From an optimization exercise on the open Yosys and OpenROAD flow, aimed at small area; shortcuts taken in it are not production practice.
At most, simulation tests tie the RTL to the original design; equivalence was not proved.
Power is estimated from default activity; no workload was simulated.

before:
==> module esfp_rx, before the edit <==
module esfp_rx #(
    parameter BUF_SIZE = 1514
) (
    input  wire         clk,
    input  wire         rst,         
    input  wire [127:0] lip,         
    input  wire         rx_valid,
    input  wire [7:0]   rx_data,
    input  wire         rx_last,
    output reg          done,
    output reg  [4:0]   disp,
    output reg          ck_done,
    output reg          ckok,
    output wire [31:0]  ckacc,
    output wire [15:0]  ckres
);
    localparam [4:0] DROP_OVERSIZE = 5'd1,  DROP_SHORT    = 5'd2,  DROP_ETHERTYPE = 5'd3,
                     DROP_VERSION  = 5'd4,  DROP_LENGTH   = 5'd5,  DROP_UL_SHORT  = 5'd6,
                     DROP_UDP_LEN  = 5'd7,  DROP_CKSUM    = 5'd8,  IGN_NH         = 5'd9,
                     IGN_ICMP_TYPE = 5'd10, IGN_NS_TARGET = 5'd11, REPLIED_NA     = 5'd12,
                     REPLIED_ECHO  = 5'd13, DELIVERED_NA  = 5'd14, DELIVERED_UDP  = 5'd15;
    function [26:0] radd;
        input [25:0] a;
        input [25:0] b;
        input        c;
        integer i;
        reg cy;
        begin
            cy = c;
            for (i = 0; i < 26; i = i + 1) begin
                radd[i] = a[i] ^ b[i] ^ cy;
                cy = (a[i] & b[i]) | (cy & (a[i] ^ b[i]));
            end
            radd[26] = cy;
        end
    endfunction
    function rlt11;
        input [10:0] a;
        input [10:0] b;
        integer i;
        reg lt;
        begin
            lt = 1'b0;
            for (i = 0; i < 11; i = i + 1)
                lt = (~a[i] & b[i]) | (~(a[i] ^ b[i]) & lt);
            rlt11 = lt;
        end
    endfunction
    localparam [10:0] Q0   = 11'd1994;           
    localparam [10:0] QSAT = 11'd1461;           
    reg  [10:0] q;
    reg  [10:0] plen;        
    reg  [1:0]  cls;
    reg         x, y;
    reg         tgt_eq;      
    wire        nh_udp  = cls == 2'd1;
    wire        nh_icmp = cls == 2'd2;
    wire        hdr_bad = cls == 2'd3;
    wire [1:0]  ty      = {y, x};
    reg  [15:0] fld;         
    reg  [25:0] acc;         
    reg         c16;         
    reg         seg;         
    reg         eac;         
    reg         fin1, fin2, fin3;  
    wire        neg     = (&q[10:6]) && (q[5] || q[4] || (q[3] && (q[2] || q[1])));
    wire        in_addr = &q[10:5];                  
    wire        is_fld  = (nh_icmp && q[10:1] == 10'd1) || (nh_udp && q[10:1] == 10'd3);
    wire        p18     = q == Q0 + 11'd18;
    wire        p19     = q == Q0 + 11'd19;
    wire        p20     = q == Q0 + 11'd20;
    wire        summed  = in_addr || p18 || p19 || p20 || (seg && !is_fld);
    wire        lowb    = q[0] || p20;               
    wire [7:0]  addb    = (rx_valid && summed) ? rx_data : 8'd0;
    wire [15:0] acc_b   = p18 ? 16'd0 : acc[15:0];
    wire [26:0] lo_n    = radd({10'd0, acc_b}, lowb ? {18'd0, addb} : {10'd0, addb, 8'd0}, 1'b0);
    wire [26:0] hi_n    = radd({16'd0, acc[25:16]}, 26'd0, c16);
    wire        qsat    = q == QSAT;
    wire [26:0] q_n     = radd({15'd0, q}, 26'd0, rx_valid && !qsat);
    wire [10:0] q_nx    = done ? Q0 : q_n[10:0];
    wire [3:0]  tk      = {~q[3], q[2:0]};
    reg  [7:0]  lip_b;
    integer k;
    always @(*) begin
        lip_b = 8'd0;
        for (k = 0; k < 16; k = k + 1)
            lip_b = lip_b | (lip[8*(15 - k) +: 8] & {8{tk == k}});
    end
    wire        in_tgt  = q[10:3] == 8'd1 || q[10:3] == 8'd2;
    wire [15:0] nlo     = ~acc[15:0];
    wire [15:0] nhi     = {6'h3F, ~acc[25:16]};
    wire [26:0] fold0   = radd({10'd0, nlo}, {10'd0, nhi}, 1'b0);
    wire [7:0]  plen_b  = q[0] ? plen[7:0] : {5'd0, plen[10:8]};
    always @(posedge clk) begin
        if (rst) begin
            q    <= Q0;
            fin1 <= 1'b0;
            fin2 <= 1'b0;
            fin3 <= 1'b0;
            done <= 1'b0;
        end else begin
            fin1 <= rx_valid && rx_last;
            fin2 <= fin1;
            fin3 <= fin2;
            done <= fin3;
            q    <= q_nx;
        end
        seg         <= rlt11(q_nx, plen);
        acc[15:0]   <= lo_n[15:0];
        c16         <= lo_n[16];
        acc[25:16]  <= p18 ? 10'd0 : hi_n[9:0];
        eac         <= fold0[16];
        ckok        <= ckres == fld;
        if (rx_valid) begin
            if (q == Q0 + 11'd12) begin
                cls <= (rx_data != 8'h86) ? 2'd3 : 2'd0;
                x   <= 1'b0;
            end
            if (q == Q0 + 11'd13 && rx_data != 8'hDD) cls <= 2'd3;
            if (q == Q0 + 11'd14 && !hdr_bad && rx_data[7:4] != 4'd6) begin
                cls <= 2'd3;
                x   <= 1'b1;
            end
            if (p18) begin
                plen[10:8] <= (|rx_data[7:3]) ? 3'b111 : rx_data[2:0];
            end
            if (p19) plen[7:0] <= rx_data;
            if (p20) begin
                if (!hdr_bad)
                    cls <= (rx_data == 8'd58) ? 2'd2 : (rx_data == 8'd17) ? 2'd1 : 2'd0;
            end
            if (q == 11'd0) begin
                y <= rx_data == 8'd135 || rx_data == 8'd136;
                if (nh_icmp) x <= rx_data == 8'd128 || rx_data == 8'd136;
            end
            if (q == 11'd4 && nh_udp) x <= rx_data == plen_b;
            if (q == 11'd5 && nh_udp && rx_data != plen_b) x <= 1'b0;
            if (in_tgt) tgt_eq <= (tgt_eq || q == 11'd8) && rx_data == lip_b;
            if (is_fld) fld <= {fld[7:0], rx_data};
        end
    end
    wire [26:0] fold2   = radd({10'd0, nlo}, {10'd0, nhi}, eac);
    assign ckres  = fold2[15:0];
    assign ckacc  = {6'd0, acc};
    wire lt4  = plen[10:2] == 9'd0;
    wire lt8  = plen[10:3] == 8'd0;
    wire lt24 = plen[10:5] == 6'd0 && !(plen[4] && plen[3]);
    always @(*) begin
        ck_done = 1'b0;
        if (qsat)
            disp = DROP_OVERSIZE;
        else if (neg)
            disp = DROP_SHORT;
        else if (hdr_bad)
            disp = x ? DROP_VERSION : DROP_ETHERTYPE;
        else if (seg)
            disp = DROP_LENGTH;
        else if (nh_icmp) begin
            if (lt4)
                disp = DROP_UL_SHORT;
            else begin
                ck_done = 1'b1;
                if (!ckok)
                    disp = DROP_CKSUM;
                else if (ty[1] && lt24)
                    disp = DROP_UL_SHORT;
                else if (ty == 2'd2)
                    disp = tgt_eq ? REPLIED_NA : IGN_NS_TARGET;
                else if (ty == 2'd3)
                    disp = DELIVERED_NA;
                else if (ty == 2'd1)
                    disp = REPLIED_ECHO;
                else
                    disp = IGN_ICMP_TYPE;
            end
        end else if (nh_udp) begin
            if (lt8)
                disp = DROP_UL_SHORT;
            else if (!x)
                disp = DROP_UDP_LEN;
            else begin
                ck_done = 1'b1;
                disp    = ckok ? DELIVERED_UDP : DROP_CKSUM;
            end
        end else
            disp = IGN_NH;
    end
endmodule
Settings: LEC_CHECK=0, ABC_CLOCK_PERIOD_IN_PS=10000, CAP_MARGIN=20, CORE_MARGIN=2, CORE_UTILIZATION=65, SLEW_MARGIN=20; clock period 10.0 ns.
standard.sh (not shown) runs the stock make flow with config.mk's settings and CLKGATE_MAP_FILE= SYNTH_SCRIPT=/design/flow/synth_recipe.tcl, a recipe that flattens the netlist after the stock synthesis.
==> flow/flow/run.sh <==
#!/bin/bash
# Own layout flow: the standard flow with these changes.
#  - synthesis: the standard flow's script, with an area-oriented ABC script and full
#    adders only in the adder extraction (registers are unchanged);
#  - port buffers: the smallest buffer cell instead of the default choice;
#  - clock tree: no dummy load cells.
set -euo pipefail
HERE=$(pwd)
sed "1a source $HERE/flow/synth_override.tcl" synth_recipe.tcl > own_synth.tcl
sed "s#SYNTH_SCRIPT=[^ ]*#SYNTH_SCRIPT=$HERE/own_synth.tcl#" standard.sh > own_standard.sh
export BUFFER_PORTS_ARGS="-buffer_cell sky130_fd_sc_hd__buf_1"
export CTS_ARGS="-sink_clustering_enable -repair_clock_nets -dont_use_dummy_load -buf_list sky130_fd_sc_hd__clkbuf_8"
bash own_standard.sh > own_flow.log 2>&1
==> flow/flow/abc.script <==
strash
&get -n
&fraig -x
&put
scorr
dc2
strash
&get -n
&dch -f
&nf -R 1000
&put
==> flow/flow/synth_override.tcl <==
# Read by the synthesis script before ORFS's synth.tcl: map the logic with
# this flow's ABC script (an area-oriented one), extract only full adders
# (no half adders) for the adder mapping, and buffer pass-through wires with
# the smallest buffer.
set ::env(MIN_BUF_CELL_AND_PORTS) "sky130_fd_sc_hd__buf_1 A X"
set own_abc_script [file join [file dirname [info script]] abc.script]
proc abc {args} {
  global own_abc_script
  set i [lsearch -exact $args -script]
  if { $i >= 0 } { set args [lreplace $args [expr {$i + 1}] [expr {$i + 1}] $own_abc_script] }
  puts "abc (own flow): $args"
  yosys abc {*}$args
}
proc extract_fa {args} {
  puts "extract_fa (own flow): -fa"
  yosys extract_fa -fa
}
Setup changes, before to after
--- a/flow/design.v
+++ b/flow/design.v
@@ -50,13 +50,13 @@
     localparam [10:0] QSAT = 11'd1461;           
     reg  [10:0] q;
     reg  [10:0] plen;        
-    reg  [1:0]  cls;
-    reg         x, y;
+    reg         eth_bad;     
+    reg         ver_bad;     
+    reg         nh_icmp;     
+    reg         nh_udp;      
+    reg  [1:0]  ty;          
     reg         tgt_eq;      
-    wire        nh_udp  = cls == 2'd1;
-    wire        nh_icmp = cls == 2'd2;
-    wire        hdr_bad = cls == 2'd3;
-    wire [1:0]  ty      = {y, x};
+    reg         ulen_ok;     
     reg  [15:0] fld;         
     reg  [25:0] acc;         
     reg         c16;         
@@ -112,29 +112,22 @@
         eac         <= fold0[16];
         ckok        <= ckres == fld;
         if (rx_valid) begin
-            if (q == Q0 + 11'd12) begin
-                cls <= (rx_data != 8'h86) ? 2'd3 : 2'd0;
-                x   <= 1'b0;
-            end
-            if (q == Q0 + 11'd13 && rx_data != 8'hDD) cls <= 2'd3;
-            if (q == Q0 + 11'd14 && !hdr_bad && rx_data[7:4] != 4'd6) begin
-                cls <= 2'd3;
-                x   <= 1'b1;
-            end
+            if (q == Q0 + 11'd12) eth_bad <= rx_data != 8'h86;
+            if (q == Q0 + 11'd13 && rx_data != 8'hDD) eth_bad <= 1'b1;
+            if (q == Q0 + 11'd14) ver_bad <= rx_data[7:4] != 4'd6;
             if (p18) begin
                 plen[10:8] <= (|rx_data[7:3]) ? 3'b111 : rx_data[2:0];
             end
             if (p19) plen[7:0] <= rx_data;
             if (p20) begin
-                if (!hdr_bad)
-                    cls <= (rx_data == 8'd58) ? 2'd2 : (rx_data == 8'd17) ? 2'd1 : 2'd0;
+                nh_icmp <= rx_data == 8'd58;
+                nh_udp  <= rx_data == 8'd17;
             end
-            if (q == 11'd0) begin
-                y <= rx_data == 8'd135 || rx_data == 8'd136;
-                if (nh_icmp) x <= rx_data == 8'd128 || rx_data == 8'd136;
-            end
-            if (q == 11'd4 && nh_udp) x <= rx_data == plen_b;
-            if (q == 11'd5 && nh_udp && rx_data != plen_b) x <= 1'b0;
+            if (q == 11'd0)
+                ty <= (rx_data == 8'd128) ? 2'd1 : (rx_data == 8'd135) ? 2'd2 :
+                      (rx_data == 8'd136) ? 2'd3 : 2'd0;
+            if (q == 11'd4) ulen_ok <= rx_data == plen_b;
+            if (q == 11'd5 && rx_data != plen_b) ulen_ok <= 1'b0;
             if (in_tgt) tgt_eq <= (tgt_eq || q == 11'd8) && rx_data == lip_b;
             if (is_fld) fld <= {fld[7:0], rx_data};
         end
@@ -151,8 +144,10 @@
             disp = DROP_OVERSIZE;
         else if (neg)
             disp = DROP_SHORT;
-        else if (hdr_bad)
-            disp = x ? DROP_VERSION : DROP_ETHERTYPE;
+        else if (eth_bad)
+            disp = DROP_ETHERTYPE;
+        else if (ver_bad)
+            disp = DROP_VERSION;
         else if (seg)
             disp = DROP_LENGTH;
         else if (nh_icmp) begin
@@ -176,7 +171,7 @@
         end else if (nh_udp) begin
             if (lt8)
                 disp = DROP_UL_SHORT;
-            else if (!x)
+            else if (!ulen_ok)
                 disp = DROP_UDP_LEN;
             else begin
                 ck_done = 1'b1;
[summary]
In the tables for after and before, global-route wire length before repair reads higher with before.
after ended with less net count reported at finish than before.
Of the two values seen for first element of the critical path, q[7]$_SDFF_PP1_ was produced by after and rx_valid by before.
before -> after: layout overhead on the synthesized area flat
The run showing the greater combinational share of power is before.
On worst-case vdd ir drop: after sits above before.
Re worst slack at placement: after and before aren't equal, and the higher value belongs to after.
When after is measured against before, its achievable frequency turns out about 2% higher.
Diff after..before | mux share of post-synthesis cell area | negligible
The RTL of before was laid out without a check of its function.

[separate check: timing with driven ports]
How much do the figures lean on ideal ports? The routed layouts below were timed once more, with nothing changed but the port constraints.
Step 1, drivers: a clkbuf_16 drives clk and a buf_2 each remaining input, both assumed.
Step 2 times the ports against the registers' clock, not the clock port: input delays grow and output delays shrink by t, the midpoint of the rising clock arrivals with the driver on.
Slacks: no drivers / after step 1 / after step 2; pairs: no drivers / after step 1.
run | t, ns | setup WS [ns] | worst setup path after step 2 | worst data-port slew with drivers (ns) | cell pins on the clock port's net
before | 0.376 | 1.216 / 1.229 / 0.853 | input to register | 0.06 | 1
after | 0.385 | 1.384 / 1.384 / 1.077 | input to register | 0.08 | 1
After both steps setup and hold are still met in every run listed. For before, which loses most, drivers alone change the setup slack by +0.013 ns; drivers and shift together by -0.363 ns.
